Source: an optimization exercise on an open RTL-to-GDS flow (aim: small area, a short achievable clock period and few clock cycles). Production flows keep margins and buffers that such runs may drop.
RTL that was checked went through simulation tests only; none was proved equivalent to the original.
Function not checked in runs 1 and 2: the RTL went through the layout flow alone.
Power figures rest on the tool's default switching activity, not on a simulated workload.

[standard.sh]
#!/bin/bash
# synth_recipe.tcl (not shown) runs the flow's synth.tcl, then flattens the netlist and writes it again
# the make line also repeats each setting of config.mk as NAME=value (left out here)
make -C /OpenROAD-flow-scripts/flow DESIGN_CONFIG=/design/flow/config.mk WORK_HOME=/design/flow/orfs CLKGATE_MAP_FILE= SYNTH_SCRIPT=/design/flow/synth_recipe.tcl "${@:-finish}"
[design.v]
module video_entropy_coder (
    input  wire        clk,
    input  wire        rst,
    input  wire        cmd_valid,
    output wire        cmd_ready,
    input  wire [31:0] cmd,
    input  wire        coef_valid,
    output wire        coef_ready,
    input  wire [15:0] coef,
    output reg         tok_valid,
    output reg  [2:0]  tok_kind,
    output reg  [20:0] tok_val,
    output reg  [5:0]  tok_run,
    output reg  [3:0]  tok_len,
    output reg         tok_tab,
    output reg         diag_valid
);
    localparam [2:0] K_DC_LUMA   = 3'd0;
    localparam [2:0] K_DC_CHROMA = 3'd1;
    localparam [2:0] K_AC        = 3'd2;
    localparam [2:0] K_AC_FIRST  = 3'd3;
    localparam [2:0] K_MCODE     = 3'd4;
    localparam [2:0] K_BITS      = 3'd5;
    localparam [383:0] SCAN_ZIGZAG =
        384'hffedefdbdf35ba77e6b74efacec95e5cf59d92bcb9e31aa371538718d51b8a9c2885a4cc1442d2660611283089408040;
    localparam [383:0] SCAN_ALT =
        384'hff7be7fb6ba67d73c7796f75b65f34b24755386345714ef3ae3eb2aa26d33042c349a869c79e30a20651282241610200;
    localparam integer NSLOT = 45;
    localparam [383:0] CLS =
        384'h127b2650b08205d7e49612c216772818d1240ea6e36914257882604e6045656b0eae909f1cc49489d72755828f5cb840;
    localparam [383:0] CLS_ZIGZAG =
        384'h12704576c99f9c37aa72450b9686c86475898c684208b35a82c3156123934440a4426ad428f8a90651427572dc7e7840;
    localparam [383:0] FRONT_ZIGZAG =
        384'hffeeb9c709238e38e38e38955555555555545145145144ca28a28a28a2892492492492030c30c30c30c2082082082040;
    localparam [383:0] FRONT_ALT =
        384'hffbc6d85d38d34d34d34d34c30c30c30c30b2cb2cb2cb2ca28a28a28a2430c30c30c30c2082082082081041041041040;
    localparam [383:0] CLS_ALT =
        384'h1011439dd9ea7991d5216b1f71b9a4a2326c31848a80e52519a2e13514eb50f897a664042c208292504274b72115f9c0;
    localparam [4:0] S_IDLE = 5'd0;
    localparam [4:0] S_DC   = 5'd1;     
    localparam [4:0] S_DC1  = 5'd2;     
    localparam [4:0] S_DC2  = 5'd3;     
    localparam [4:0] S_DC3  = 5'd4;     
    localparam [4:0] S_DC4  = 5'd5;     
    localparam [4:0] S_WALK = 5'd6;
    localparam [4:0] S_EOB  = 5'd7;     
    localparam [4:0] S_EOB2 = 5'd21;    
    localparam [4:0] S_MA   = 5'd22;    
    localparam [4:0] S_MB   = 5'd23;    
    localparam [4:0] S_START = 5'd24;   
    localparam [4:0] S_M0   = 5'd8;     
    localparam [4:0] S_M1   = 5'd9;     
    localparam [4:0] S_M2   = 5'd10;    
    localparam [4:0] S_M3   = 5'd11;    
    localparam [4:0] S_M4   = 5'd12;    
    localparam [4:0] S_M5   = 5'd13;    
    localparam [4:0] S_M6   = 5'd14;    
    localparam [4:0] S_M7   = 5'd15;    
    localparam [4:0] S_M11  = 5'd19;    
    localparam [4:0] S_M12  = 5'd20;    
    integer i;
    genvar q, n;
    reg r1;                        
    always @(posedge clk)
        r1 <= rst;
    reg        c_v;
    reg [3:0]  c_op;
    reg [3:0]  c_hi;               
    reg [19:0] c_lo;               
    reg [4:0]  st;
    wire       fetch = (st == S_IDLE) & c_v & ~r1;
    reg        c_rdy;              
    assign cmd_ready = c_rdy;
    always @(posedge clk) begin
        if (rst) begin
            c_v   <= 1'b0;
            c_rdy <= 1'b1;
        end else if (fetch) begin
            c_v   <= 1'b0;
            c_rdy <= 1'b1;
        end else if (~c_v) begin
            c_v   <= cmd_valid;
            c_rdy <= ~cmd_valid;
        end
        if (~c_v) begin
            c_op <= cmd[31:28];
            c_hi <= cmd[27:24];
            c_lo <= cmd[19:0];
        end
    end
    reg [15:0] wb0, wb1;
    reg        wz0, wz1;           
    reg        wwp, wrp;           
    reg [1:0]  wcount;
    reg        cready;
    wire       wfire = coef_valid & cready;
    wire       wtake;
    wire       w0v = (wcount != 2'd0);
    wire [15:0] w0d = wrp ? wb1 : wb0;
    assign coef_ready = cready;
    always @(posedge clk) begin
        if (cready & ~wwp) begin
            wb0 <= coef;
            wz0 <= |coef;
        end
        if (cready & wwp) begin
            wb1 <= coef;
            wz1 <= |coef;
        end
        if (rst) begin
            wwp    <= 1'b0;
            wrp    <= 1'b0;
            wcount <= 2'd0;
            cready <= 1'b1;
        end else begin
            if (wfire) wwp <= ~wwp;
            if (wtake) wrp <= ~wrp;
            case ({wfire, wtake})
                2'b10:   wcount <= wcount + 2'd1;
                2'b01:   wcount <= wcount - 2'd1;
                default: ;
            endcase
            cready <= ~((wcount[1] | (wcount[0] & wfire)) & ~wtake);
        end
    end
    reg [15:0]  sv [0:NSLOT-1];    
    reg [NSLOT-1:0] occ;           
    reg [5:0]   cnt;               
    reg         lmode;             
    reg         afull;             
    reg [63:0]  a_pend;            
    reg [63:0]  s_pend;            
    reg         s_full;            
    reg         s_active;          
    reg         rel0;              
    reg         alt, ivlc, quiet;
    wire        wnz   = wrp ? wz1 : wz0;
    wire [7:0]  c_hi1 = 8'd1 << cnt[5:3];
    wire [7:0]  c_lo1 = 8'd1 << cnt[2:0];
    wire [7:0]  c_hit = ~({8{1'b1}} << cnt[5:3]);         
    wire [7:0]  c_lot = ~({8{1'b1}} << cnt[2:0]);
    wire [63:0] wsel, c_therm;
    generate
        for (q = 0; q < 64; q = q + 1) begin : g_dec
            assign wsel[q]    = c_hi1[q/8] & c_lo1[q%8];
            assign c_therm[q] = c_hit[q/8] | (c_hi1[q/8] & c_lot[q%8]);
        end
    endgenerate
    reg  [NSLOT-1:0] wcls;
    wire [NSLOT-1:0] wcls_nx;
    generate
        for (q = 0; q < NSLOT; q = q + 1) begin : g_wcls
            wire [63:0] mem;
            for (n = 0; n < 64; n = n + 1) begin : g_m
                assign mem[n] = (CLS[n*6 +: 6] == q) ? wsel[(n + 63) % 64] : 1'b0;
            end
            assign wcls_nx[q] = |mem;
        end
    endgenerate
    wire        hold0  = wcls[0] & ~lmode & s_active & ~rel0;
    wire        wstore = wnz | wcls[0];
    wire        wbusy  = hold0 | (wstore & |(wcls & occ));
    assign      wtake  = w0v & ~afull & ~wbusy & ~r1;
    wire        wlast  = cnt == 6'd63;
    wire        wgo    = w0v & wstore & ~afull & ~r1 & ~hold0;
    wire [NSLOT-1:0] sen = wcls & ~occ & {NSLOT{wgo}};
    wire        ls_w   = wtake & lmode;
    wire        la_w   = wtake & ~lmode;
    always @(posedge clk) begin
        for (i = 0; i < NSLOT; i = i + 1)
            if (sen[i])
                sv[i] <= w0d;
    end
    reg  [5:0]  front;
    wire [5:0]  cnt1    = cnt + 6'd1;
    wire [5:0]  front_0 = alt ? FRONT_ALT[cnt*6 +: 6]  : FRONT_ZIGZAG[cnt*6 +: 6];
    wire [5:0]  front_1 = alt ? FRONT_ALT[cnt1*6 +: 6] : FRONT_ZIGZAG[cnt1*6 +: 6];
    wire [7:0]  f_hi1 = 8'd1 << front[5:3];
    wire [7:0]  f_hit = ~({8{1'b1}} << front[5:3]);
    wire [7:0]  f_lot = ~({8{1'b1}} << front[2:0]);
    wire [63:0] s_arr;
    generate
        for (q = 0; q < 64; q = q + 1) begin : g_arr
            assign s_arr[q] = s_full | f_hit[q/8] | (f_hi1[q/8] & f_lot[q%8]);
        end
    endgenerate
    wire [447:0] pl;
    assign pl[63:0] = s_pend;
    genvar lv;
    generate
        for (lv = 0; lv < 6; lv = lv + 1) begin : g_pfx
            for (q = 0; q < 64; q = q + 1) begin : g_bit
                if ((q >> lv) & 1)
                    assign pl[(lv+1)*64 + q] = pl[lv*64 + q] | pl[lv*64 + ((q >> lv) << lv) - 1];
                else
                    assign pl[(lv+1)*64 + q] = pl[lv*64 + q];
            end
        end
    endgenerate
    wire [63:0] pinc   = pl[447:384];
    wire [63:0] pexc   = {pinc[62:0], 1'b0};
    wire [63:0] take_s = s_pend & ~pexc & s_arr;
    wire        any_v  = pinc[63];
    wire        tokgo  = |take_s;
    reg  [5:0]  f_s;
    always @(*) begin
        f_s = 6'd0;
        for (i = 0; i < 64; i = i + 1)
            if (take_s[i]) f_s = f_s | i[5:0];
    end
    reg         blk_cmd;           
    wire [63:0] valid_n  = {64{afull}} | c_therm;
    wire [63:0] a_val    = a_pend & valid_n;
    wire        s_wr  = w0v & ~afull & (lmode | blk_cmd);
    wire [63:0] u_pend = ({64{blk_cmd}} & a_val)   | (wsel & {64{s_wr & wnz}});
    wire [63:0] x_pend;
    generate
        for (q = 0; q < 64; q = q + 1) begin : g_start
            assign x_pend[q] = alt ? u_pend[SCAN_ALT[q*6 +: 6]] : u_pend[SCAN_ZIGZAG[q*6 +: 6]];
        end
    endgenerate
    wire        a_done = afull | (la_w & wlast);
    reg signed [15:0] pred0, pred1, pred2;
    reg               intra_c, v_c, first_p;
    reg [1:0]         cc_c;
    reg [3:0]  m_r;
    reg [20:0] m_x, m_y;
    reg        m_c;                                       
    reg        m_hi, m_lo;
    reg        m_neg, m_nz, m_oor;
    wire [20:0] m_m4   = {21{1'b1}} << (m_r + 5'd4);      
    wire        m_s    = m_x[20];
    wire        m_big  = |(m_x & m_y);                    
    wire        m_sml  = |(~m_x & m_y);                   
    wire [20:0] m_dvp  = 21'd1 << (m_r + 5'd5);           
    wire [20:0] m_dvn  = {21{1'b1}} << (m_r + 5'd5);      
    wire [20:0] m_fm1  = ~({21{1'b1}} << m_r);            
    wire [11:0] m_lo_s = {1'b0, m_x[10:0]} + {1'b0, m_y[10:0]} + {11'd0, m_c};
    wire [9:0]  m_hi_s = m_x[20:11] + m_y[20:11] + {9'd0, m_c};
    reg signed [15:0] pred_sel;
    always @(*) begin
        case (cc_c)
            2'd0:    pred_sel = pred0;
            2'd1:    pred_sel = pred1;
            default: pred_sel = pred2;
        endcase
    end
    wire signed [15:0] blk0    = sv[0];
    reg        p1_v, p1_first;      
    reg [5:0]  p1_f;
    reg        p2_v, p2_tab, p2_afirst;
    reg [5:0]  p2_run, p2_slot;
    reg [5:0]  lastf;
    wire [5:0] p1_slot = alt ? CLS_ALT[p1_f*6 +: 6] : CLS_ZIGZAG[p1_f*6 +: 6];
    wire [5:0] p1_base = p1_first ? {6{~intra_c}} : lastf;
    wire [NSLOT-1:0] occ_clr;
    generate
        for (q = 0; q < NSLOT; q = q + 1) begin : g_oclr
            assign occ_clr[q] = (p2_v & (p2_slot == q)) | ((q == 0) & (st == S_DC4));
        end
    endgenerate
    always @(posedge clk) begin
        s_pend <= (s_pend & ~{64{blk_cmd}} & ~({64{st == S_WALK}} & take_s) & ~{63'd0, st == S_DC4})
                | x_pend;
        if (w0v & ~lmode & ~afull)
            a_pend[cnt] <= wnz;
        if (r1) begin
            occ      <= {NSLOT{1'b0}};
            cnt      <= 6'd0;
            front    <= 6'd0;
            wcls     <= {{(NSLOT-1){1'b0}}, 1'b1};
            lmode    <= 1'b0;
            afull    <= 1'b0;
            s_active <= 1'b0;
            rel0     <= 1'b0;
            st       <= S_IDLE;
            pred0    <= 16'sd0;
            pred1    <= 16'sd0;
            pred2    <= 16'sd0;
            alt      <= 1'b0;
            ivlc     <= 1'b0;
            quiet    <= 1'b0;
            p1_v     <= 1'b0;
            p2_v     <= 1'b0;
            blk_cmd  <= 1'b0;
        end else begin
            occ <= (occ & ~occ_clr) | (wcls & {NSLOT{wtake & wnz}});
            front <= wtake ? front_1 : front_0;
            if (wtake) begin
                cnt  <= cnt + 6'd1;
                wcls <= wcls_nx;
            end
            if (blk_cmd) begin
                s_full <= a_done;
                lmode  <= ~a_done;
                afull  <= 1'b0;
            end else begin
                if (la_w & wlast)
                    afull <= 1'b1;
                if (ls_w & wlast) begin
                    s_full <= 1'b1;
                    lmode  <= 1'b0;
                end
            end
            p1_v    <= 1'b0;
            p2_v    <= 1'b0;
            blk_cmd <= 1'b0;
            case (st)
                S_IDLE: begin
                    if (c_v) begin
                        case (c_op)
                            4'h1: begin
                                intra_c <= 1'b1;
                                cc_c    <= c_hi[3:2];
                                v_c     <= ivlc;
                                first_p <= 1'b1;
                                blk_cmd <= 1'b1;
                                st      <= S_START;
                            end
                            4'h2: begin
                                intra_c <= 1'b0;
                                v_c     <= 1'b0;
                                first_p <= 1'b1;
                                blk_cmd <= 1'b1;
                                st      <= S_START;
                            end
                            4'h3: begin
                                m_r <= c_hi - 4'd1;
                                m_x <= {c_lo[19], c_lo};
                                st  <= S_M0;
                            end
                            4'h4: begin
                                alt   <= c_lo[0];
                                ivlc  <= c_lo[1];
                                quiet <= c_lo[2];
                            end
                            4'h5: begin
                                case (c_hi[3:2])
                                    2'd0:    pred0 <= c_lo[15:0];
                                    2'd1:    pred1 <= c_lo[15:0];
                                    default: pred2 <= c_lo[15:0];
                                endcase
                            end
                            default: ;
                        endcase
                    end
                end
                S_START: begin
                    s_active <= 1'b1;
                    rel0     <= ~intra_c;
                    st       <= intra_c ? S_DC : S_WALK;
                end
                S_DC: begin
                    if (s_full | (cnt != 6'd0))
                        st <= S_DC1;
                end
                S_DC1: begin
                    m_x <= {{5{blk0[15]}}, blk0};
                    m_y <= ~{{5{pred_sel[15]}}, pred_sel};
                    m_c <= 1'b1;
                    st  <= S_DC2;
                end
                S_DC2: begin
                    {m_c, m_x[10:0]} <= m_lo_s;
                    st <= S_DC3;
                end
                S_DC3: begin
                    m_x[20:11] <= m_hi_s;
                    st <= S_DC4;
                end
                S_DC4: begin
                    case (cc_c)
                        2'd0:    pred0 <= blk0;
                        2'd1:    pred1 <= blk0;
                        default: pred2 <= blk0;
                    endcase
                    rel0 <= 1'b1;
                    st   <= S_WALK;
                end
                S_WALK: begin
                    if (tokgo) begin
                        p1_v     <= 1'b1;
                        p1_first <= first_p;
                        p1_f     <= f_s;
                        first_p  <= 1'b0;
                    end else if (~any_v & s_full) begin
                        st <= S_EOB;
                    end
                end
                S_EOB: begin
                    st <= S_EOB2;
                end
                S_EOB2: begin
                    s_active <= 1'b0;
                    rel0     <= 1'b0;
                    st       <= S_IDLE;
                end
                S_M0: begin
                    m_y <= m_m4;
                    st  <= S_MA;
                end
                S_MA: begin
                    m_hi <= ~m_s & m_big;
                    m_lo <= m_s & m_sml;
                    st   <= S_M1;
                end
                S_M1: begin
                    m_y <= m_hi ? m_dvn : (m_lo ? m_dvp : 21'd0);
                    m_c <= 1'b0;
                    st  <= S_M2;
                end
                S_M2: begin
                    {m_c, m_x[10:0]} <= m_lo_s;
                    st <= S_M3;
                end
                S_M3: begin
                    m_x[20:11] <= m_hi_s;
                    st <= S_MB;
                end
                S_MB: begin
                    m_y <= m_m4;
                    st  <= S_M4;
                end
                S_M4: begin
                    m_x   <= m_s ? ~m_x : m_x;
                    m_y   <= m_s ? 21'd0 : m_fm1;
                    m_c   <= 1'b0;
                    m_neg <= m_s;
                    m_nz  <= |m_x;
                    m_oor <= m_s ? m_sml : m_big;
                    st    <= S_M5;
                end
                S_M5: begin
                    {m_c, m_x[10:0]} <= m_lo_s;
                    st <= S_M6;
                end
                S_M6: begin
                    m_x[20:11] <= m_hi_s;
                    st <= S_M7;
                end
                S_M7: begin
                    m_x   <= m_x >> m_r;
                    m_y   <= m_x & m_fm1;
                    st    <= S_M11;
                end
                S_M11: begin
                    st      <= (m_r != 4'd0 && m_nz) ? S_M12 : S_IDLE;
                end
                S_M12: begin
                    st      <= S_IDLE;
                end
                default: st <= S_IDLE;
            endcase
            if (p1_v) begin
                p2_v      <= 1'b1;
                p2_afirst <= ~intra_c & p1_first;
                p2_tab    <= v_c;
                p2_run  <= p1_f + ~p1_base;
                p2_slot <= p1_slot;
                lastf   <= p1_f;
            end
        end
    end
    wire [15:0] level = sv[p2_slot];
    wire        d_dc  = (st == S_DC4);
    wire        d_eob = (st == S_EOB2);
    wire        d_mc  = (st == S_M11);
    wire        d_mb  = (st == S_M12);
    wire        d_v   = d_dc | d_eob | d_mc | d_mb;
    always @(posedge clk) begin
        if (rst) begin
            tok_valid  <= 1'b0;
            diag_valid <= 1'b0;
        end else begin
            tok_valid  <= (p2_v | d_v) & ~r1;
            diag_valid <= d_mc & m_oor & ~quiet & ~r1;
        end
        if (p2_v) begin
            tok_kind <= p2_afirst ? K_AC_FIRST : K_AC;
            tok_val  <= {{5{level[15]}}, level};
        end else begin
            tok_kind <= d_dc ? {2'b00, cc_c != 2'd0} : (d_mc ? K_MCODE : K_BITS);
            tok_val  <= d_eob ? (v_c ? 21'd6 : 21'd2) : (d_mb ? m_y : (m_x ^ {21{d_mc & m_neg}}));
        end
        tok_run  <= p2_run;
        tok_len  <= d_eob ? (v_c ? 4'd4 : 4'd2) : m_r;
        tok_tab  <= p2_tab;
    end
endmodule
[constraint.sdc]
create_clock -name core_clock -period 11.0 [get_ports {clk}]
set_input_delay 2.2000 -clock core_clock [delete_from_list [all_inputs] [get_ports {clk}]]
set_output_delay 2.2000 -clock core_clock [all_outputs]
set_load 0.01 [all_outputs]
[config.mk]
export PLATFORM = sky130hd
export DESIGN_NAME = video_entropy_coder
export DESIGN_NICKNAME = video_entropy_coder
export VERILOG_FILES = /design/flow/design.v
export SDC_FILE = /design/flow/constraint.sdc
export NUM_CORES = 4
export LEC_CHECK = 0
export CAP_MARGIN = 20
export CORE_MARGIN = 2
export CORE_UTILIZATION = 40
export CTS_BUF_LIST = sky130_fd_sc_hd__clkbuf_8
export PLACE_DENSITY = 0.6
export SLEW_MARGIN = 20
[flow/run.sh]
#!/bin/bash
# The standard layout (the standard.sh: ORFS synthesis to final layout,
# unchanged), with the setup timing repair aimed below the design's clock
# period: repair_timing is asked for SETUP_SLACK_MARGIN ns of setup slack at
# the design's clock and constraints. The SDC is not changed.
set -o pipefail
export SETUP_SLACK_MARGIN=7.5
bash standard.sh > standard.log 2>&1
==> run summary, run 1 <==
- Status: complete, no violations
- Max-Slew Margin vs Limit: 0.2240
- Final total power: 12.37 mW
- Setup Crit Path Kind: flip-flop to output port
- Fraction of layout instances using a drive strength above 1: 0.1413
- Global-route wire length before repair: 289.9 mm
- Worst Path Arrival: 1340 ps
- Most common library cell in the layout ignoring fill and taps: edfxtp_1
- Average via count per standard cell: 6.406
- Final Hold Vio Count: 0
- Cell chain of the critical path: buf_6
- Post-DP HPWL: approximately 130 mm
- Core Region: between 100,000 and 150,000 sq um
- H-tree level count: 4
- Utilization of the core after routing: 0.4602
- Leak: around 21 nW
- Total via count in the routed design: 43,480
- Die ar.: 139,400 sq um
- Power per Cell Area: about 200 nW/um^2
- Worst min path class: flip-flop to flip-flop
- Total CTS buffers: about 200
- R2R depth: 8
- Master of the slowest instance on the critical path: dfxtp_2
- Nets@finish: 4,995
- Fmax: 0.2824 GHz
- Most used flip-flop cell after synthesis: edfxtp_1
- DRC viols: 0
- Maximum buffer depth of the clock tree: 3
- Asr flop ratio synth: 0
- Netlist cell types: 90
- Vias in the first global route: ~40,000
- Stage delay of the slowest cell on the critical path: approximately 350 ps
- Synth Register Bits: between 1,000 and 1,500
- # IOs: 91
- Worst-Skew Late Latency: ~910 ps
- Pin count of the biggest net entering global routing: 77
- Fill cell count: around 12,000
- Starting density of the core: 0.4029
- Number of endpoints failing setup at the final stage: 0
- Number of buffers added to fix hold violations after cts: 0
- Vertical extent of the die: ~370 um
- Highest net fanout along the worst path: 1
- EDFF count, synth: about 930
- Gate Count Post-Synth: roughly 4,700
- Maximum vdd ir drop: 0.1147 mV
- CP Data Required Time: between 8000 and 9000 ps
- Total number of yosys warnings: 2
- Crit path depth: 1
- Drt initial violations: around 7,000
- Critical path's top delay family: flip-flops
- Crit path capture type: output port
- DP Cell Count: about 6,400
- Clk_skew: 50.86 ps
- # rows: roughly 140
- Transition time at the pin with the least slew margin: around 1200 ps
- Final instance area: ~62,000 sq um
- Layout overhead on the synthesized area: 14.22%
- Clock tree root driver cell: clkbuf_8
- Mean Syn Cell Area: ~12 sq um
- Final period util: 0.3219
- Global route overflow: 0
- Sinks on Clock Net: approximately 1,200
- Hold Path Cell Cnt: 0
- Unrepaired setup endpoints after global routing: yes
- Dpl cell area: between 50,000 and 60,000 sq um
- Fin. max-slew vios: 0
- Overall die width: approximately 370 um
- Kind of launch point of the worst setup path: flip-flop
- Wire length reported by the detailed router: between 200 and 250 mm
- Share of the yosys chip area belonging to registers: 0.6127
- 1st-pass router iterations: 8
- Shortest clock period the worst path allows after layout: 3541 ps
- Net Count, Synth: about 4,900
- Average routed wire per standard cell: about 30 um
- Filler-free cell count of the finished design: 6,788
- Max-capacitance violation count: 0
- TritonCTS clock tree: done
- Global placement routability congestion: slightly below 1
- Commonest cells after routing, fill and taps aside: 931 x edfxtp_1, 424 x nand2_1, 339 x nor2_1
- Antenna violations before repair: 10
- Tot GR Track Use: 0.2848
- Port Buffers: 86
- Post-route ant nets: 0
- Clock slew seen by the registers of the worst setup and hold paths: ~60 ps
- TNS Setup: 0 ps
- Netlist area before placement: about 55,000 sq um
- Worst path buffer plus inverter count: 1
[layout make-up]
cell class | instances | area (sq um) | area share
Tap cell | 1781 | 2228 | 0.03574
Clock buffer | 216 | 2973 | 0.04768
Sequential cell | 1205 | 33500 | 0.5372
Multi-Input combinational cell | 3093 | 20390 | 0.3271
Antenna cell | 2 | 5.005 | 0.00008027
Clock inverter | 146 | 800.8 | 0.01284
Timing Repair Buffer | 249 | 2077 | 0.03331
Inverter | 96 | 372.9 | 0.005980
[stage by stage]
stage	hold slack [ps]	setup slack, ps
finish	342.7	7459
global route	355.0	7336
CTS	340.3	7372
detailed placement	328.6	6747
global placement	328.0	6673
floorplan	323.3	7615
[state kept, by name (all words and copies together), names as in the netlist, 16 cells and up]
signal   flops
sv         720
a_pend      64
s_pend      64
occ         45
wcls        45
m_x         21
m_y         21
tok_val     21
c_lo        20
pred0       16
pred1       16
pred2       16
wb0         16
wb1         16
[repair_timing]
| action | 4_1_cts | 5_1_grt |
|---|---|---|
| gates cloned | 0 | 0 |
| setup buffers | 5 | 9 |
| gates resized for setup | 220 | 61 |
| pin swaps | 3 | 4 |
| endpoints found under the setup margin | 173 | 75 |
[cell usage after synthesis (32+ instances only)]
| cell | number | share of area |
|---|---|---|
| a221oi_1 | 132 | 0.021 |
| nand2b_1 | 34 | 0.0039 |
| a21oi_1 | 192 | 0.018 |
| dfxtp_1 | 274 | 0.10 |
| a22o_1 | 104 | 0.017 |
| nand3_1 | 109 | 0.010 |
| nor3b_1 | 51 | 0.0070 |
| mux2_2 | 43 | 0.0089 |
| a32oi_1 | 32 | 0.0051 |
| nand2_1 | 425 | 0.029 |
| nand4_1 | 90 | 0.010 |
| o22ai_1 | 38 | 0.0044 |
| a31oi_1 | 37 | 0.0042 |
| a211oi_1 | 82 | 0.011 |
| nor3_1 | 95 | 0.0087 |
| xnor2_1 | 50 | 0.0080 |
| inv_1 | 94 | 0.0065 |
| o21ai_0 | 329 | 0.030 |
| mux2i_1 | 60 | 0.011 |
| ha_1 | 94 | 0.022 |
| clkbuf_1 | 283 | 0.019 |
| nor2_1 | 376 | 0.026 |
| o211ai_1 | 93 | 0.013 |
| a22oi_1 | 214 | 0.029 |
| edfxtp_1 | 931 | 0.51 |
| nor4_1 | 54 | 0.0062 |
[routing by layer]
layer / up-vias / GRT usage / part of all wire
li1: 18630 / - / -
met1: 21580 / 0.4007 / 0.41
met2: 2763 / 0.4297 / 0.44
met3: 505 / 0.05846 / 0.11
met4: 4 / 0.1139 / 0.043
met5: - / 0 / 0.00013
[final timing paths]
check / slack (ps) / to / start
max: 7460 / diag_valid / diag_valid
min reg2reg: 340 / tok_run[3] / p2_run[3]
min: 340 / tok_run[3] / p2_run[3]
max reg2reg: 7520 / tok_val[0] / p2_slot[4]
[cell families (layout without fill, tap and decap cells)]
kind of cell	count (synthesis)	after routing	share of synthesized area
AO/OA/AOI/OAI	1428	1428	0.1806
AND/OR/NAND/NOR	1392	1392	0.1228
flip-flops	1205	1205	0.6127
buffers and inverters	407	707	0.02831
multiplexers	107	107	0.02152
adder cells (fa/ha/maj)	99	99	0.02338
XOR/XNOR	67	67	0.01075
other	0	2	0
[power breakdown]
group | switching, mW | internal [mW]
logic | 1.57 | 0.650
registers | 0.480 | 5.86
clock network | 1.87 | 1.95
total | 3.91 | 8.45
==> inputs of run 2 (changes only) <==
--- a/config.mk
+++ b/config.mk
@@ -8,6 +8,7 @@
 export CAP_MARGIN = 20
 export CORE_MARGIN = 2
 export CORE_UTILIZATION = 40
-export CTS_BUF_LIST = sky130_fd_sc_hd__clkbuf_8
+export CTS_CLUSTER_DIAMETER = 80
+export CTS_CLUSTER_SIZE = 24
 export PLACE_DENSITY = 0.6
 export SLEW_MARGIN = 20
==> run 2 against run 1 <==
Against the previous run: sequential cell count is the same; worst hold slack gained 2.2 ps; critical path depth grew 7; routed wire length shrank 1.3%; clock power shrank 21%; cell area shrank 2.6%; clock skew shrank 2.1 ps; worst setup slack lost 42 ps.
==> run summary, run 2 <==
- Antenna violations before repair: 7 (was 10)
- Max-Slew Margin vs Limit: 0.2356 (was 0.2240)
- Most used flip-flop cell after synthesis: edfxtp_1 (unchanged)
- Post-DP HPWL: 129.7 mm (unchanged)
- Master of the slowest instance on the critical path: dfxtp_1 (was dfxtp_2)
- Gate Count Post-Synth: 4,705 (unchanged)
- Number of buffers added to fix hold violations after cts: 0 (unchanged)
- Ranking of synthesized cells by area: edfxtp_1 51%, dfxtp_1 10%, o21ai_0 3.0% (unchanged)
- Clock tree root driver cell: clkbuf_16 (was clkbuf_8)
- 1st-pass router iterations: 6 (was 8)
- Kind of launch point of the worst setup path: flip-flop (unchanged)
- Vias in the first global route: 38,560 (was 39,920)
- Power per Cell Area: 189.8 nW/um^2 (was 198.4 nW/um^2)
- Overall die width: 373.4 um (unchanged)
- Utilization of the core after routing: 0.4485 (was 0.4602)
- Detail Route met3 WL: 22.25 mm (was 22.88 mm)
- Shortest clock period the worst path allows after layout: 3583 ps (was 3541 ps)
- Area of the multi-input gates: 20,350 sq um (was 20,390 sq um)
- Area share of the largest cell type after synthesis: 0.5122 (unchanged)
- Layout overhead on the synthesized area: 11.30% (was 14.22%)
- Wire length reported by the detailed router: 203.4 mm (was 206.1 mm)
- Registers with the highest flip-flop counts: sv x720, a_pend x64, s_pend x64 (unchanged)
- Crit path capture type: flip-flop (was output port)
- Global placement routability congestion: 0.9673 (unchanged)
- Highest routed layer: met4 (was met5)
- Worst-Skew Late Latency: 720 ps (was 910 ps)
- Drt initial violations: 6,974 (was 6,997)
- Detailed route wirelength on metal2: 90.62 mm (was 90.89 mm)
- Fmax: 0.2791 GHz (was 0.2824 GHz)
- Fin. max-slew vios: 0 (unchanged)
- Tot GR Track Use: 0.2811 (was 0.2848)
- Final Hold Vio Count: 0 (unchanged)
- Most common library cells after synthesis: 931 x edfxtp_1, 425 x nand2_1, 376 x nor2_1 (unchanged)
- Asr flop ratio synth: 0 (unchanged)
- TritonCTS clock tree: done (unchanged)
- Most common library cell in the layout ignoring fill and taps: edfxtp_1 (unchanged)
- Worst Path Arrival: 4070 ps (was 1340 ps)
- Met1 WL: 82.84 mm (was 83.55 mm)
- Highest net fanout along the worst path: 18 (was 1)
- Core Region: 135,500 sq um (unchanged)
- CP Data Required Time: 11,490 ps (was 8800 ps)
- Vertical extent of the die: 373.4 um (unchanged)
- Total area of sequential cells: 33,470 sq um (was 33,500 sq um)
- Synth Register Bits: 1,205 (unchanged)
- DRC viols: 0 (unchanged)
- Commonest cells after routing, fill and taps aside: 931 x edfxtp_1, 424 x nand2_1, 339 x nor2_1 (unchanged)
- Final period util: 0.3257 (was 0.3219)
- TNS Setup: 0 ps (unchanged)
- Fill cell count: 12,500 (was 12,480)
- Worst min path class: flip-flop to flip-flop (unchanged)
- Cell with the most instances after synthesis: edfxtp_1 (unchanged)
- Transition time at the pin with the least slew margin: 1138 ps (was 1155 ps)
- Max-capacitance violation count: 0 (unchanged)
- H-tree level count: 3 (was 4)
- Port Buffers: 86 (unchanged)
- Cell type with the largest total area after synthesis: edfxtp_1 (unchanged)
- Netlist area before placement: 54,580 sq um (unchanged)
- Stage delay of the slowest cell on the critical path: 610 ps (was 350 ps)
- Maximum buffer depth of the clock tree: 3 (unchanged)
- Clk_skew: 48.79 ps (was 50.86 ps)
- Setup Crit Path Kind: flip-flop to flip-flop (was flip-flop to output port)
- Total number of yosys warnings: 2 (unchanged)
- Sinks on Clock Net: 1,205 (unchanged)
- Global-route wire length before repair: 286.0 mm (was 289.9 mm)
- Nets@finish: 4,866 (was 4,995)
- # rows: 135 (unchanged)
- Post-route ant nets: 0 (unchanged)
- Clock slew seen by the registers of the worst setup and hold paths: 100 ps (was 60 ps)
- Global route overflow: 0 (unchanged)
- Average routed wire per standard cell: 31.09 um (was 30.37 um)
- Net Count, Synth: 4,856 (unchanged)
- Mean Syn Cell Area: 11.60 sq um (unchanged)
- Number of endpoints failing setup at the final stage: 0 (unchanged)
- Die ar.: 139,400 sq um (unchanged)
- Netlist cell types: 90 (unchanged)
- Pin count of the biggest net entering global routing: 77 (unchanged)
- Reg with most FFs: sv (unchanged)
- EDFF count, synth: 931 (unchanged)
- Starting density of the core: 0.4029 (unchanged)
- Share of the yosys chip area belonging to registers: 0.6127 (unchanged)
- Average via count per standard cell: 6.514 (was 6.406)
- Fraction of layout instances using a drive strength above 1: 0.1122 (was 0.1413)
- # IOs: 91 (unchanged)
- Status: complete, no violations (unchanged)
- Unrepaired setup endpoints after global routing: yes (unchanged)
- Leak: 19.63 nW (was 20.77 nW)
- Maximum vdd ir drop: 0.1199 mV (was 0.1147 mV)
- Number of flip-flops under the largest register name: 720 (unchanged)
- Total CTS buffers: 72 (was 199)
- Cell chain of the critical path: or2_2 > o2111ai_1 > o21ai_0 > a221oi_1 > o32a_1 > or4b_1 > o31a_1 > or2_1 (was buf_6)
- Total via count in the routed design: 42,620 (was 43,480)
==> run 2: changes by cell type in the layout (fill, tap and decap cells not counted), moves of 10 or more <==
| cell | previous run | this run |
|---|---|---|
| buf_6 | 26 | 0 |
| clkinv_2 | 16 | 2 |
| clkdlybuf4s15_2 | 0 | 10 |
| clkbuf_16 | 0 | 73 |
| inv_1 | 166 | 92 |
| clkinv_1 | 39 | 3 |
| clkbuf_1 | 0 | 11 |
| dfxtp_1 | 237 | 253 |
| dfxtp_2 | 34 | 19 |
| clkbuf_8 | 216 | 0 |
==> run 2: final timing paths <==
path,start,depth (start not counted),end,slack (ps)
setup reg to reg,front[5],8,first_p,7420
setup / recovery,front[5],8,first_p,7420
hold reg to reg,p2_run[3],0,tok_run[3],340
hold / removal,p2_run[3],0,tok_run[3],340
==> run 2: metrics by stage <==
step	power (mW)	setup WS [ps]	cell area [sq um]	hold slack, ps	instances
2_1_floorplan	7.570	7615	54590	323.3	4705
3_3_place_gp	8.463	6673	58120	328.0	6410
3_5_place_dp	8.510	6747	58140	328.6	6410
4_1_cts	11.48	7501	60660	345.9	6536
5_1_grt	11.93	7356	60750	362.1	6542
6_report	11.53	7417	60750	344.9	6543
==> run 2: logic make-up after synthesis <==
| family | after synthesis | share of synthesized area |
|---|---|---|
| AO/OA/AOI/OAI | 1428 | 0.1806 |
| XOR/XNOR | 67 | 0.01075 |
| AND/OR/NAND/NOR | 1392 | 0.1228 |
| flip-flops | 1205 | 0.6127 |
| adder cells (fa/ha/maj) | 99 | 0.02338 |
| buffers and inverters | 407 | 0.02831 |
| multiplexers | 107 | 0.02152 |
==> run 2: layer usage <==
metal | up-vias | global-route usage
met3 | 373 | 0.04943
met4 | 0 | 0.09365
li1 | 18280 | -
met5 | - | 0
met1 | 21260 | 0.4026
met2 | 2713 | 0.4307
==> run 2: power by group <==
group	switching, mW	internal, mW	total [mW]
clock network	1.66	1.36	3.02
registers	0.474	5.84	6.32
logic	1.55	0.635	2.19
total	3.69	7.84	11.5
==> run 2: final cells by class <==
cell class,count,share of cell area
Inverter,96,0.006076
Clock buffer,85,0.03083
Multi-Input combinational cell,3093,0.3349
Tap cell,1781,0.03668
Clock inverter,35,0.007620
Sequential cell,1205,0.5510
Antenna cell,1,0.00004119
Timing Repair Buffer,247,0.03283
==> run 2: worst max-delay path, delay by kind of cell, from the launching register on <==
family | cells | cell delay, ps
AOI/OAI and AO/OA | 5 | 1450
DFF | 1 | 610
and+or+nand+nor | 3 | 1290
==> run 2: timing repair <==
item | CTS | global route
pin swaps | 3 | 2
setup buffers | 6 | 6
setup endpoints to repair | 177 | 45
resized for setup | 153 | 41
==> inputs of run 3 (changes only) <==
--- a/design.v
+++ b/design.v
@@ -162,13 +162,11 @@
     wire        wbusy  = hold0 | (wstore & |(wcls & occ));
     assign      wtake  = w0v & ~afull & ~wbusy & ~r1;
     wire        wlast  = cnt == 6'd63;
-    wire        wgo    = w0v & wstore & ~afull & ~r1 & ~hold0;
-    wire [NSLOT-1:0] sen = wcls & ~occ & {NSLOT{wgo}};
     wire        ls_w   = wtake & lmode;
     wire        la_w   = wtake & ~lmode;
     always @(posedge clk) begin
         for (i = 0; i < NSLOT; i = i + 1)
-            if (sen[i])
+            if (wcls[i] & wtake & wstore)
                 sv[i] <= w0d;
     end
     reg  [5:0]  front;
@@ -211,7 +209,7 @@
     reg         blk_cmd;           
     wire [63:0] valid_n  = {64{afull}} | c_therm;
     wire [63:0] a_val    = a_pend & valid_n;
-    wire        s_wr  = w0v & ~afull & (lmode | blk_cmd);
+    wire        s_wr  = wtake & (lmode | blk_cmd);      
     wire [63:0] u_pend = ({64{blk_cmd}} & a_val)   | (wsel & {64{s_wr & wnz}});
     wire [63:0] x_pend;
     generate
--- a/config.mk
+++ b/config.mk
@@ -8,7 +8,5 @@
 export CAP_MARGIN = 20
 export CORE_MARGIN = 2
 export CORE_UTILIZATION = 40
-export CTS_CLUSTER_DIAMETER = 80
-export CTS_CLUSTER_SIZE = 24
 export PLACE_DENSITY = 0.6
 export SLEW_MARGIN = 20
==> run 3 against run 2 <==
Against the previous run: critical path depth is 2 higher; synthesized cell count is 0.26% higher; die area grew 0.29%; worst setup slack improved by 16 ps; non-clock buffer count shrank 16; largest cell class unchanged.
==> run summary, run 3 <==
- H-tree level count: 4 (was 3)
- Sinks on Clock Net: 1,205 (unchanged)
- Final period util: 0.3243 (was 0.3257)
- Transition time at the pin with the least slew margin: 1162 ps (was 1138 ps)
- Worst min path class: flip-flop to flip-flop (unchanged)
- Met1 layer usage reported by global route: 0.3867 (was 0.4026)
- Netlist area before placement: 54,750 sq um (was 54,580 sq um)
- Most common library cell in the layout ignoring fill and taps: edfxtp_1 (unchanged)
- Synth Register Bits: 1,205 (unchanged)
- Maximum vdd ir drop: 0.1423 mV (was 0.1199 mV)
- Area of the multi-input gates: 20,450 sq um (was 20,350 sq um)
- Seq pwr share: 0.475 (was 0.548)
- Max-Slew Margin vs Limit: 0.2225 (was 0.2356)
- Worst-Skew Late Latency: 800 ps (was 720 ps)
- Fill cell count: 12,250 (was 12,500)
- Shortest clock period the worst path allows after layout: 3567 ps (was 3583 ps)
- Final worst slack: 7433 ps (was 7417 ps)
- Dpl cell area: 58,000 sq um (was 58,140 sq um)
- Pin count of the biggest net entering global routing: 100 (was 77)
- Worst Min Path Start: p2_tab (was p2_run[3])
- Cell type with the largest total area after synthesis: edfxtp_1 (unchanged)
- Net Count, Synth: 4,868 (was 4,856)
- Worst slack after detailed placement: 6913 ps (was 6747 ps)
- Registers with the highest flip-flop counts: sv x720, a_pend x64, s_pend x64 (unchanged)
- Commonest cells after routing, fill and taps aside: 931 x edfxtp_1, 383 x nor2_1, 360 x nand2_1 (was 931 x edfxtp_1, 424 x nand2_1, 339 x nor2_1)
- Unrepaired setup endpoints after global routing: yes (unchanged)
- Setup Crit Path Kind: flip-flop to flip-flop (unchanged)
- Internal: 9.177 mW (was 7.836 mW)
- Endpoint of the lowest-slack register-to-register path: first_p (unchanged)
- Power per Cell Area: 215.3 nW/um^2 (was 189.8 nW/um^2)
- Post-route ant nets: 0 (unchanged)
- CP Data Required Time: 11,560 ps (was 11,490 ps)
- Clock power frac: 0.326 (was 0.262)
- TritonCTS clock tree: done (unchanged)
- Total area of sequential cells: 33,490 sq um (was 33,470 sq um)
- Met3 layer usage reported by global route: 0.06362 (was 0.04943)
- Clock tree root driver cell: clkbuf_16 (unchanged)
- Most common library cells after synthesis: 931 x edfxtp_1, 427 x nor2_1, 363 x nand2_1 (was 931 x edfxtp_1, 425 x nand2_1, 376 x nor2_1)
- TNS Setup: 0 ps (unchanged)
- Switching pwr: 4.293 mW (was 3.692 mW)
- Clk_skew: 29.35 ps (was 48.79 ps)
- Combinational cell fraction of total power: 0.199 (was 0.190)
- Layout overhead on the synthesized area: 14.31% (was 11.30%)
- Total CTS buffers: 133 (was 72)
- Post-DP HPWL: 130.3 mm (was 129.7 mm)
- Worst hold slack after final layout: 339.1 ps (was 344.9 ps)
- Average routed wire per standard cell: 30.66 um (was 31.09 um)
- Vias in the first global route: 40,040 (was 38,560)
- Reg with most FFs: sv (unchanged)
- Kind of launch point of the worst setup path: flip-flop (unchanged)
- Reg-to-Reg Start: s_full (was front[5])
- Met2 routing resource usage after global routing: 0.4356 (was 0.4307)
- DRC viols: 0 (unchanged)
- Switching power share of the total: 0.3187 (was 0.3203)
- Total via count in the routed design: 42,790 (was 42,620)
- Number of flip-flops under the largest register name: 720 (unchanged)
- Mean Syn Cell Area: 11.61 sq um (was 11.60 sq um)
- # rows: 135 (unchanged)
- Core Region: 135,600 sq um (was 135,500 sq um)
- Die ar.: 139,800 sq um (was 139,400 sq um)
- Fin. max-slew vios: 0 (unchanged)
- Netlist cell types: 102 (was 90)
- Ranking of synthesized cells by area: edfxtp_1 51%, dfxtp_1 10%, a22oi_1 3.3% (was edfxtp_1 51%, dfxtp_1 10%, o21ai_0 3.0%)
- Maximum buffer depth of the clock tree: 3 (unchanged)
- Fmax: 0.2803 GHz (was 0.2791 GHz)
- Number of endpoints failing setup at the final stage: 0 (unchanged)
- Highest net fanout along the worst path: 28 (was 18)
- Clock slew seen by the registers of the worst setup and hold paths: 60 ps (was 100 ps)
- Leak: 20.65 nW (was 19.63 nW)
- R2R depth: 10 (was 8)
- Tot GR Track Use: 0.2841 (was 0.2811)
- Most used flip-flop cell after synthesis: edfxtp_1 (unchanged)
- Vertical extent of the die: 374.0 um (was 373.4 um)
- EDFF count, synth: 931 (unchanged)
- Port Buffers: 86 (unchanged)
- Global placement routability congestion: 0.9932 (was 0.9673)
- Wire length reported by the detailed router: 204.5 mm (was 203.4 mm)
- Number of buffers added to fix hold violations after cts: 0 (unchanged)
- Fraction of layout instances using a drive strength above 1: 0.1262 (was 0.1122)
- Total number of yosys warnings: 2 (unchanged)
- Cell with the most instances after synthesis: edfxtp_1 (unchanged)
- Final instance area: 62,580 sq um (was 60,750 sq um)
- 1st-pass router iterations: 6 (unchanged)
- # IOs: 91 (unchanged)
- Max-capacitance violation count: 0 (unchanged)
- Worst Path Arrival: 4120 ps (was 4070 ps)
- Drt initial violations: 6,464 (was 6,974)
- Status: complete, no violations (unchanged)
- N_diodes: 0 (was 1)
- Hold Path Cell Cnt: 0 (unchanged)
- Starting density of the core: 0.4036 (was 0.4029)
- Crit path capture type: flip-flop (unchanged)
- DP Cell Count: 6,424 (was 6,410)
- Final Hold Vio Count: 0 (unchanged)
- Global route overflow: 0 (unchanged)
- Overall die width: 374.0 um (was 373.4 um)
- Filler-free cell count of the finished design: 6,670 (was 6,543)
- Gate Count Post-Synth: 4,717 (was 4,705)
- Nets@finish: 4,945 (was 4,866)
- Global-route wire length before repair: 289.1 mm (was 286.0 mm)
- Asr flop ratio synth: 0 (unchanged)
- Antenna violations before repair: 4 (was 7)
- Area share of the largest cell type after synthesis: 0.5107 (was 0.5122)
- R2R Setup Slk: 7430 ps (was 7420 ps)
- Share of the yosys chip area belonging to registers: 0.6109 (was 0.6127)
- Layer with the highest usage: met2 (unchanged)
- Average via count per standard cell: 6.415 (was 6.514)
- Worst hold endpoint: tok_tab (was tok_run[3])
-- run 3: cell count changes in the layout (fill, tap and decap cells not counted), moves of 17 or more --
cell,before,now
a21oi_1,190,267
nand2_1,424,360
clkbuf_16,73,136
nor2_1,339,383
nor3b_2,42,0
o21ai_0,325,287
and2_1,13,46
clkinv_1,3,32
a22oi_1,213,238
and2_4,0,20
buf_4,159,140
a32oi_1,32,15
-- run 3: layout make-up --
class | count | area share
Clock buffer | 159 | 0.05575
Clock inverter | 71 | 0.01144
Inverter | 91 | 0.005459
Multi-Input combinational cell | 3132 | 0.3267
Sequential cell | 1205 | 0.5353
Tap cell | 1781 | 0.03561
Timing Repair Buffer | 231 | 0.02975
-- run 3: how the worst max path moves through the flow --
stage / startpoint / end / slack, ps / cells past startpoint
floorplan: coef_valid / wcount[1] / 7880 / 4
global placement: afull / sv[29][15] / 6890 / 8
detailed placement: wrp / sv[12][11] / 6910 / 6
CTS: tok_len[1] / tok_len[1] / 7290 / 1
global route: s_full / first_p / 7340 / 11
finish: s_full / first_p / 7430 / 10
-- run 3: repair_timing --
| item | CTS | global route |
|---|---|---|
| gates resized for setup | 250 | 37 |
| hold endpoints to repair | 0 | 0 |
| setup endpoints to repair | 863 | 180 |
| pin swaps | 3 | 6 |
| setup buffers | 5 | 7 |
| cloned | 2 | 1 |
-- run 3: power groups by stage --
stage	logic [mW]	registers [mW]	clock network, mW
floorplan	1.71	6.20	0
CTS	2.59	6.38	4.42
detailed placement	2.57	6.47	0
global route	2.89	6.44	4.59
finish	2.68	6.40	4.39
global placement	2.53	6.45	0
-- run 3: routing by layer --
layer | share of wire | routed length, um | vias up
li1 | - | - | 18460
met1 | 0.40 | 80960 | 21150
met2 | 0.44 | 90830 | 2678
met3 | 0.11 | 22820 | 499
met4 | 0.048 | 9866 | 2
met5 | 0.000044 | 9 | -
-- run 3: worst max-delay path, stage by stage (launching register included) --
cell and delay (ps):
edfxtp_1 350, buf_4 250, or3_4 490, a21oi_1 140, or4b_2 170, a21o_1 160, o31ai_1 120, or4_1 640
nand4b_1 320, o211a_1 390, or2_1 270
-- run 3: cell families after synthesis --
kind of cell	Yosys count	share of synthesized area
AOI/OAI and AO/OA	1457	0.1814
and+or+nand+nor	1389	0.1222
DFF	1205	0.6109
buffers and inverters	382	0.02669
muxes	124	0.02569
adders and majority gates	99	0.02331
xor gates and xnor gates	61	0.009896
-- run 3: metrics by stage --
step                  util  power (mW)
floorplan                -       7.910
global placement    0.4276       8.982
detailed placement  0.4276       9.035
CTS                 0.4596       13.39
global route        0.4614       13.93
finish              0.4614       13.47
Testbench counts of run 3, summed over its fixed seeds: cycles 99,114.
==> inputs of run 4 (changes only) <==
--- a/design.v
+++ b/design.v
@@ -63,30 +63,21 @@
     reg r1;                        
     always @(posedge clk)
         r1 <= rst;
-    reg        c_v;
-    reg [3:0]  c_op;
-    reg [3:0]  c_hi;               
-    reg [19:0] c_lo;               
-    reg [4:0]  st;
-    wire       fetch = (st == S_IDLE) & c_v & ~r1;
-    reg        c_rdy;              
+    reg  [4:0] st;
+    reg        c_rdy;
+    wire [3:0] c_op  = cmd[31:28];
+    wire [3:0] c_hi  = cmd[27:24];
+    wire [19:0] c_lo = cmd[19:0];
+    wire       fetch = (st == S_IDLE) & cmd_valid & c_rdy;
+    wire       st_idle_nx;        
     assign cmd_ready = c_rdy;
     always @(posedge clk) begin
-        if (rst) begin
-            c_v   <= 1'b0;
-            c_rdy <= 1'b1;
-        end else if (fetch) begin
-            c_v   <= 1'b0;
+        if (rst)
+            c_rdy <= 1'b0;
+        else if (r1)
             c_rdy <= 1'b1;
-        end else if (~c_v) begin
-            c_v   <= cmd_valid;
-            c_rdy <= ~cmd_valid;
-        end
-        if (~c_v) begin
-            c_op <= cmd[31:28];
-            c_hi <= cmd[27:24];
-            c_lo <= cmd[19:0];
-        end
+        else
+            c_rdy <= st_idle_nx;
     end
     reg [15:0] wb0, wb1;
     reg        wz0, wz1;           
@@ -162,17 +153,17 @@
     wire        wbusy  = hold0 | (wstore & |(wcls & occ));
     assign      wtake  = w0v & ~afull & ~wbusy & ~r1;
     wire        wlast  = cnt == 6'd63;
+    wire        wgo    = w0v & wstore & ~afull & ~r1 & ~hold0;
+    wire [NSLOT-1:0] sen = wcls & ~occ & {NSLOT{wgo}};
     wire        ls_w   = wtake & lmode;
     wire        la_w   = wtake & ~lmode;
     always @(posedge clk) begin
         for (i = 0; i < NSLOT; i = i + 1)
-            if (wcls[i] & wtake & wstore)
+            if (sen[i])
                 sv[i] <= w0d;
     end
     reg  [5:0]  front;
-    wire [5:0]  cnt1    = cnt + 6'd1;
     wire [5:0]  front_0 = alt ? FRONT_ALT[cnt*6 +: 6]  : FRONT_ZIGZAG[cnt*6 +: 6];
-    wire [5:0]  front_1 = alt ? FRONT_ALT[cnt1*6 +: 6] : FRONT_ZIGZAG[cnt1*6 +: 6];
     wire [7:0]  f_hi1 = 8'd1 << front[5:3];
     wire [7:0]  f_hit = ~({8{1'b1}} << front[5:3]);
     wire [7:0]  f_lot = ~({8{1'b1}} << front[2:0]);
@@ -209,7 +200,7 @@
     reg         blk_cmd;           
     wire [63:0] valid_n  = {64{afull}} | c_therm;
     wire [63:0] a_val    = a_pend & valid_n;
-    wire        s_wr  = wtake & (lmode | blk_cmd);      
+    wire        s_wr  = w0v & ~afull & (lmode | blk_cmd);
     wire [63:0] u_pend = ({64{blk_cmd}} & a_val)   | (wsel & {64{s_wr & wnz}});
     wire [63:0] x_pend;
     generate
@@ -219,7 +210,8 @@
     endgenerate
     wire        a_done = afull | (la_w & wlast);
     reg signed [15:0] pred0, pred1, pred2;
-    reg               intra_c, v_c, first_p;
+    reg               intra_c, v_c;
+    reg               seen;        
     reg [1:0]         cc_c;
     reg [3:0]  m_r;
     reg [20:0] m_x, m_y;
@@ -244,13 +236,13 @@
         endcase
     end
     wire signed [15:0] blk0    = sv[0];
-    reg        p1_v, p1_first;      
+    reg        p1_v;                
     reg [5:0]  p1_f;
     reg        p2_v, p2_tab, p2_afirst;
     reg [5:0]  p2_run, p2_slot;
     reg [5:0]  lastf;
     wire [5:0] p1_slot = alt ? CLS_ALT[p1_f*6 +: 6] : CLS_ZIGZAG[p1_f*6 +: 6];
-    wire [5:0] p1_base = p1_first ? {6{~intra_c}} : lastf;
+    wire [5:0] p1_base = seen ? lastf : {6{~intra_c}};
     wire [NSLOT-1:0] occ_clr;
     generate
         for (q = 0; q < NSLOT; q = q + 1) begin : g_oclr
@@ -283,7 +275,7 @@
             blk_cmd  <= 1'b0;
         end else begin
             occ <= (occ & ~occ_clr) | (wcls & {NSLOT{wtake & wnz}});
-            front <= wtake ? front_1 : front_0;
+            front <= front_0;
             if (wtake) begin
                 cnt  <= cnt + 6'd1;
                 wcls <= wcls_nx;
@@ -305,20 +297,18 @@
             blk_cmd <= 1'b0;
             case (st)
                 S_IDLE: begin
-                    if (c_v) begin
+                    if (fetch) begin
                         case (c_op)
                             4'h1: begin
                                 intra_c <= 1'b1;
                                 cc_c    <= c_hi[3:2];
                                 v_c     <= ivlc;
-                                first_p <= 1'b1;
                                 blk_cmd <= 1'b1;
                                 st      <= S_START;
                             end
                             4'h2: begin
                                 intra_c <= 1'b0;
                                 v_c     <= 1'b0;
-                                first_p <= 1'b1;
                                 blk_cmd <= 1'b1;
                                 st      <= S_START;
                             end
@@ -377,10 +367,7 @@
                 end
                 S_WALK: begin
                     if (tokgo) begin
-                        p1_v     <= 1'b1;
-                        p1_first <= first_p;
-                        p1_f     <= f_s;
-                        first_p  <= 1'b0;
+                        p1_v <= 1'b1;
                     end else if (~any_v & s_full) begin
                         st <= S_EOB;
                     end
@@ -450,15 +437,26 @@
                 default: st <= S_IDLE;
             endcase
             if (p1_v) begin
-                p2_v      <= 1'b1;
-                p2_afirst <= ~intra_c & p1_first;
-                p2_tab    <= v_c;
-                p2_run  <= p1_f + ~p1_base;
-                p2_slot <= p1_slot;
-                lastf   <= p1_f;
+                p2_v  <= 1'b1;
+                lastf <= p1_f;
             end
+            if (st == S_START)
+                seen <= 1'b0;
+            else if (p1_v)
+                seen <= 1'b1;
         end
     end
+    always @(posedge clk) begin
+        p1_f      <= f_s;
+        p2_afirst <= ~intra_c & ~seen;
+        p2_tab    <= v_c;
+        p2_run    <= p1_f + ~p1_base;
+        p2_slot   <= p1_slot;
+    end
+    wire st_undef = (st == 5'd16) | (st == 5'd17) | (st == 5'd18) | (st >= 5'd25);
+    assign st_idle_nx = ((st == S_IDLE) & ~(fetch & ((c_op == 4'h1) | (c_op == 4'h2) | (c_op == 4'h3))))
+                      | (st == S_EOB2) | (st == S_M12) | st_undef
+                      | ((st == S_M11) & ~((m_r != 4'd0) & m_nz));
     wire [15:0] level = sv[p2_slot];
     wire        d_dc  = (st == S_DC4);
     wire        d_eob = (st == S_EOB2);
--- a/flow/run.sh
+++ b/flow/run.sh
@@ -4,5 +4,5 @@
 # period: repair_timing is asked for SETUP_SLACK_MARGIN ns of setup slack at
 # the design's clock and constraints. The SDC is not changed.
 set -o pipefail
-export SETUP_SLACK_MARGIN=7.5
+export SETUP_SLACK_MARGIN=7.9
 bash standard.sh > standard.log 2>&1
--- a/config.mk
+++ b/config.mk
@@ -7,6 +7,8 @@
 export LEC_CHECK = 0
 export CAP_MARGIN = 20
 export CORE_MARGIN = 2
-export CORE_UTILIZATION = 40
-export PLACE_DENSITY = 0.6
+export CORE_UTILIZATION = 65
+export CTS_CLUSTER_DIAMETER = 80
+export CTS_CLUSTER_SIZE = 24
+export PLACE_DENSITY = 0.8
 export SLEW_MARGIN = 20
==> run 4 against run 3 <==
Against the previous run: largest power group unchanged; sequential cell count shrank 30; critical path depth shrank 9; first-iteration DRC count rose by 24%; largest cell class unchanged; worst hold slack lost 9.7 ps; non-clock buffer count rose by 53; clock skew grew 5.1 ps.
==> run summary, run 4 <==
- Worst-Skew Late Latency: 710 ps (was 800 ps)
- TNS Setup: 0 ps (unchanged)
- Share of the yosys chip area belonging to registers: 0.6070 (was 0.6109)
- Sinks on Clock Net: 1,175 (was 1,205)
- Total via count in the routed design: 43,240 (was 42,790)
- Cell type with the largest total area after synthesis: edfxtp_1 (unchanged)
- DRC viols: 0 (unchanged)
- Transition time at the pin with the least slew margin: 1106 ps (was 1162 ps)
- Max-Slew Margin vs Limit: 0.2434 (was 0.2225)
- Filler-free cell count of the finished design: 5,827 (was 6,670)
- Most common library cells after synthesis: 882 x edfxtp_1, 428 x nor2_1, 410 x a22oi_1 (was 931 x edfxtp_1, 427 x nor2_1, 363 x nand2_1)
- Setup Crit Path Kind: flip-flop to output port (was flip-flop to flip-flop)
- Final period util: 0.3087 (was 0.3243)
- 1st-pass router iterations: 7 (was 6)
- Most common library cell in the layout ignoring fill and taps: edfxtp_1 (unchanged)
- Status: complete, no violations (unchanged)
- Detailed route wirelength on metal2: 80.61 mm (was 90.83 mm)
- Average via count per standard cell: 7.421 (was 6.415)
- Detail Route met3 WL: 28.34 mm (was 22.82 mm)
- Shortest clock period the worst path allows after layout: 3396 ps (was 3567 ps)
- Total CTS buffers: 59 (was 133)
- DP Cell Count: 5,653 (was 6,424)
- # rows: 105 (was 135)
- Unrepaired setup endpoints after global routing: yes (unchanged)
- Reg with most FFs: sv (unchanged)
- Utilization of the core after routing: 0.7293 (was 0.4614)
- Worst path buffer plus inverter count: 1 (unchanged)
- Tot GR Track Use: 0.4269 (was 0.2841)
- EDFF count, synth: 882 (was 931)
- Clock tree root driver cell: clkbuf_16 (unchanged)
- Leak: 19.31 nW (was 20.65 nW)
- Clk_skew: 34.41 ps (was 29.35 ps)
- Synth Register Bits: 1,175 (was 1,205)
- Total number of yosys warnings: 2 (unchanged)
- Final Hold Vio Count: 0 (unchanged)
- Post-DP HPWL: 116.6 mm (was 130.3 mm)
- Asr flop ratio synth: 0 (unchanged)
- Registers with the highest flip-flop counts: sv x720, a_pend x64, s_pend x64 (unchanged)
- Commonest cells after routing, fill and taps aside: 882 x edfxtp_1, 410 x a22oi_1, 394 x nand2_1 (was 931 x edfxtp_1, 383 x nor2_1, 360 x nand2_1)
- Fin. max-slew vios: 0 (unchanged)
- Antenna violations before repair: 6 (was 4)
- Worst min path class: flip-flop to flip-flop (unchanged)
- Number of flip-flops under the largest register name: 720 (unchanged)
- Gate Count Post-Synth: 4,661 (was 4,717)
- Netlist cell types: 87 (was 102)
- Clock slew seen by the registers of the worst setup and hold paths: 90 ps (was 60 ps)
- Highest net fanout along the worst path: 1 (was 28)
- Kind of launch point of the worst setup path: flip-flop (unchanged)
- Net Count, Synth: 4,810 (was 4,868)
- Average routed wire per standard cell: 32.09 um (was 30.66 um)
- Die ar.: 84,300 sq um (was 139,800 sq um)
- Vertical extent of the die: 290.3 um (was 374.0 um)
- CP Data Required Time: 8800 ps (was 11,560 ps)
- Post-route ant nets: 0 (unchanged)
- Mean Syn Cell Area: 11.43 sq um (was 11.61 sq um)
- Power per Cell Area: 196.2 nW/um^2 (was 215.3 nW/um^2)
- Crit path capture type: output port (was flip-flop)
- Ranking of synthesized cells by area: edfxtp_1 50%, dfxtp_1 11%, a22oi_1 5.8% (was edfxtp_1 51%, dfxtp_1 10%, a22oi_1 3.3%)
- Global placement routability congestion: 1.059 (was 0.9932)
- Highest routed layer: met5 (unchanged)
- Number of endpoints failing setup at the final stage: 0 (unchanged)
- Pin count of the biggest net entering global routing: 94 (was 100)
- Maximum vdd ir drop: 0.1952 mV (was 0.1423 mV)
- Cell with the most instances after synthesis: edfxtp_1 (unchanged)
- Overall die width: 290.3 um (was 374.0 um)
- Drt initial violations: 8,009 (was 6,464)
- Starting density of the core: 0.6533 (was 0.4036)
- Most used flip-flop cell after synthesis: edfxtp_1 (unchanged)
- Core Region: 81,580 sq um (was 135,600 sq um)
- H-tree level count: 2 (was 4)
- Fmax: 0.2945 GHz (was 0.2803 GHz)
- # IOs: 91 (unchanged)
- Nets@finish: 4,854 (was 4,945)
- Fraction of layout instances using a drive strength above 1: 0.1413 (was 0.1262)
- Port Buffers: 86 (unchanged)
- Cell chain of the critical path: buf_6 (was buf_4 > or3_4 > a21oi_1 > or4b_2 > a21o_1 > o31ai_1 > or4_1 > nand4b_1 > o211a_1 > or2_1)
- Max-capacitance violation count: 0 (unchanged)
- Met1 WL: 64.10 mm (was 80.96 mm)
- Worst Path Arrival: 1200 ps (was 4120 ps)
- Maximum buffer depth of the clock tree: 3 (unchanged)
- Master of the slowest instance on the critical path: dfxtp_4 (was or4_1)
- Stage delay of the slowest cell on the critical path: 380 ps (was 640 ps)
- Vias in the first global route: 39,270 (was 40,040)
- Layout overhead on the synthesized area: 11.63% (was 14.31%)
- Number of buffers added to fix hold violations after cts: 0 (unchanged)
- Wire length reported by the detailed router: 187.0 mm (was 204.5 mm)
- TritonCTS clock tree: done (unchanged)
- Critical path's top delay family: flip-flops (was simple AND/OR/NAND/NOR gates)
- Global-route wire length before repair: 265.1 mm (was 289.1 mm)
- Netlist area before placement: 53,300 sq um (was 54,750 sq um)
- Area share of the largest cell type after synthesis: 0.4969 (was 0.5107)
- Global route overflow: 0 (unchanged)
==> run 4: layout make-up <==
class | instances | area (sq um)
repair buffers | 284 | 2577
clock inverters | 16 | 212.7
multi-input cells | 3103 | 20970
fillers | 5477 | 22090
diodes | 1 | 2.502
flip-flops and latches | 1175 | 32420
clock buffers | 96 | 1658
repair inverters | 1 | 5.005
well taps | 1070 | 1339
inverters | 81 | 315.3
==> run 4: repair_timing <==
action,CTS,global route
pin swaps,15,28
resized for setup,291,131
endpoints found under the hold margin,0,0
endpoints found under the setup margin,836,192
cloned,5,6
setup buffers,27,23
==> run 4: worst paths after layout <==
kind / slack (ps) / endpoint / cells after the start / start
max: 7600 / diag_valid / 1 / diag_valid
min: 330 / tok_run[5] / 0 / p2_run[5]
max reg2reg: 7840 / tok_val[0] / 9 / p2_slot[4]
min reg2reg: 330 / tok_run[5] / 0 / p2_run[5]
==> run 4: cells by family (layout without fill, tap and decap cells) <==
logic type,count (synthesis),after routing,share of synthesized area
fa+ha+maj,97,97,0.02348
buf+inv,386,478,0.02758
xor+xnor,60,60,0.009860
compound gates,1379,1382,0.1742
mux,140,140,0.02920
simple gates,1424,1424,0.1287
flops,1175,1175,0.6070
other cells,0,1,0
==> run 4: metrics by stage <==
stage | hold slack, ps | cell area [sq um] | setup slack (ps) | power [mW]
finish | 329.5 | 59500 | 7604 | 11.68
global route | 340.5 | 59490 | 7590 | 11.96
CTS | 332.2 | 58740 | 7585 | 11.34
detailed placement | 313.8 | 56290 | 6427 | 8.829
global placement | 310.5 | 56290 | 6421 | 8.775
floorplan | 309.6 | 53860 | 7486 | 7.613
==> run 4: metal layers <==
layer  up-vias  GRT usage
met5         -          0
li1      18040          -
met1     20510     0.5715
met4        10     0.2421
met3       817     0.1105
met2      3864     0.6381
==> run 4: power by group <==
group / internal, mW / switching [mW]
Combinational: 0.926 / 2.30
Clock: 1.07 / 1.45
Sequential: 5.61 / 0.320
Testbench counts of run 4, summed over its fixed seeds: cycles 99,164.
==> inputs of run 5 (changes only) <==
--- a/flow/run.sh
+++ b/flow/run.sh
@@ -4,5 +4,5 @@
 # period: repair_timing is asked for SETUP_SLACK_MARGIN ns of setup slack at
 # the design's clock and constraints. The SDC is not changed.
 set -o pipefail
-export SETUP_SLACK_MARGIN=7.9
+export SETUP_SLACK_MARGIN=7.5
 bash standard.sh > standard.log 2>&1
--- a/config.mk
+++ b/config.mk
@@ -7,8 +7,8 @@
 export LEC_CHECK = 0
 export CAP_MARGIN = 20
 export CORE_MARGIN = 2
-export CORE_UTILIZATION = 65
+export CORE_UTILIZATION = 40
 export CTS_CLUSTER_DIAMETER = 80
 export CTS_CLUSTER_SIZE = 24
-export PLACE_DENSITY = 0.8
+export PLACE_DENSITY = 0.6
 export SLEW_MARGIN = 20
==> run 5 against run 4 <==
Against the previous run: routed wire length is 8.8% higher; non-clock buffer count is 41 lower; critical path depth is 8 higher; largest cell class unchanged.
==> run summary, run 5 <==
- Status: complete, no violations (unchanged)
- 1st-pass router iterations: 9 (was 7)
- Dpl cell area: 56,780 sq um (was 56,290 sq um)
- H-tree level count: 3 (was 2)
- Ranking of synthesized cells by area: edfxtp_1 50%, dfxtp_1 11%, a22oi_1 5.8% (unchanged)
- Fraction of layout instances using a drive strength above 1: 0.1172 (was 0.1413)
- Transition time at the pin with the least slew margin: 1226 ps (was 1106 ps)
- Number of buffers added to fix hold violations after cts: 0 (unchanged)
- Clk_skew: 50.16 ps (was 34.41 ps)
- Reg with most FFs: sv (unchanged)
- TritonCTS clock tree: done (unchanged)
- EDFF count, synth: 882 (unchanged)
- Global-route wire length before repair: 287.0 mm (was 265.1 mm)
- Tot GR Track Use: 0.2911 (was 0.4269)
- Final period util: 0.3166 (was 0.3087)
- Die ar.: 136,200 sq um (was 84,300 sq um)
- Asr flop ratio synth: 0 (unchanged)
- Vertical extent of the die: 369.0 um (was 290.3 um)
- Worst-Skew Late Latency: 750 ps (was 710 ps)
- DRC viols: 0 (unchanged)
- Shortest clock period the worst path allows after layout: 3483 ps (was 3396 ps)
- Share of the yosys chip area belonging to registers: 0.6070 (unchanged)
- Fin. max-slew vios: 0 (unchanged)
- # IOs: 91 (unchanged)
- # rows: 133 (was 105)
- TNS Setup: 0 ps (unchanged)
- Number of endpoints failing setup at the final stage: 0 (unchanged)
- Cell type with the largest total area after synthesis: edfxtp_1 (unchanged)
- Clock tree root driver cell: clkbuf_16 (unchanged)
- Reg-to-Reg Start: s_full (was p2_slot[4])
- Fill cell count: 12,200 (was 5,477)
- Starting density of the core: 0.4044 (was 0.6533)
- Core Region: 131,800 sq um (was 81,580 sq um)
- Area share of the largest cell type after synthesis: 0.4969 (unchanged)
- Global placement routability congestion: 0.9658 (was 1.059)
- Final Hold Vio Count: 0 (unchanged)
- Total CTS buffers: 72 (was 59)
- Worst Min Path Start: p2_run[1] (was p2_run[5])
- Total via count in the routed design: 41,780 (was 43,240)
- Kind of launch point of the worst setup path: flip-flop (unchanged)
- Worst min path class: flip-flop to flip-flop (unchanged)
- Drt initial violations: 6,820 (was 8,009)
- Total number of yosys warnings: 2 (unchanged)
- Commonest cells after routing, fill and taps aside: 882 x edfxtp_1, 410 x a22oi_1, 397 x nand2_1 (was 882 x edfxtp_1, 410 x a22oi_1, 394 x nand2_1)
- Layout overhead on the synthesized area: 11.80% (was 11.63%)
- Post-DP HPWL: 128.6 mm (was 116.6 mm)
- Start point of the critical path: s_full (was diag_valid)
- Registers with the highest flip-flop counts: sv x720, a_pend x64, s_pend x64 (unchanged)
- Sinks on Clock Net: 1,175 (unchanged)
==> run 5: worst max-delay path, cell delays in order, from the launching register on <==
cell	delay, ps
edfxtp_1	550
buf_4	230
a21oi_1	520
o21ai_0	300
a211o_1	350
a2bb2oi_1	160
a2111oi_0	660
o22a_1	260
nand3_1	140
o21a_1	220
==> run 5: worst paths after layout <==
kind | slack, ps | end | depth (start not counted)
hold / removal | 330 | tok_run[1] | 0
setup / recovery | 7520 | p1_v | 9
setup reg to reg | 7520 | p1_v | 9
hold reg to reg | 330 | tok_run[1] | 0
==> run 5: power by group <==
group	switching, mW	internal [mW]	total (mW)
Combinational	2.22	0.808	3.02
Sequential	0.314	5.60	5.92
Clock	1.72	1.38	3.10
Total	4.25	7.79	12.0
==> run 5: what timing repair did <==
item	in CTS	in global routing
setup endpoints to repair	146	139
buffers inserted	7	8
resized for setup	172	58
gates cloned	1	3
pin swaps	2	6
==> run 5: kinds of logic after synthesis <==
group | after synthesis | share of synthesized area
AO/OA/AOI/OAI | 1379 | 0.1742
XOR/XNOR | 60 | 0.009860
adder cells (fa/ha/maj) | 97 | 0.02348
buffers and inverters | 386 | 0.02758
flip-flops | 1175 | 0.6070
multiplexers | 140 | 0.02920
AND/OR/NAND/NOR | 1424 | 0.1287
==> run 5: routing by layer <==
layer,global-route usage,vias up,wire length [um]
li1,-,17980,-
met1,0.4023,20870,81190
met2,0.4503,2509,91140
met3,0.06171,416,22560
met4,0.1066,0,8587
met5,0,-,0
==> run 5: stage by stage <==
stage	util	std cells	setup slack (ps)	hold WS (ps)	power, mW
after floorplan	-	4661	7451	309.6	7.590
after global placement	0.4308	6336	6314	310.8	8.859
after detailed placement	0.4308	6336	6307	312.1	8.892
after CTS	0.4510	6469	7367	333.5	11.94
after global routing	0.4521	6480	7443	342.3	12.44
final	0.4521	6483	7517	331.8	12.04
==> run 5: cell type report <==
class | count | area (sq um) | area share
multi-input cells | 3101 | 20180 | 0.3387
repair buffers | 243 | 1999 | 0.03355
clock inverters | 39 | 586.8 | 0.009848
inverters | 81 | 307.8 | 0.005165
clock buffers | 86 | 1896 | 0.03181
flip-flops and latches | 1175 | 32410 | 0.5439
diodes | 3 | 7.507 | 0.0001260
well taps | 1755 | 2196 | 0.03685

Setup slack of run 5, layout unchanged: 7.517 ns with ideal ports, 7.464 ns with driving cells assumed (clock clkbuf_16, inputs buf_2), 6.950 ns with port delays also shifted by the 0.798 ns mid clock arrival.
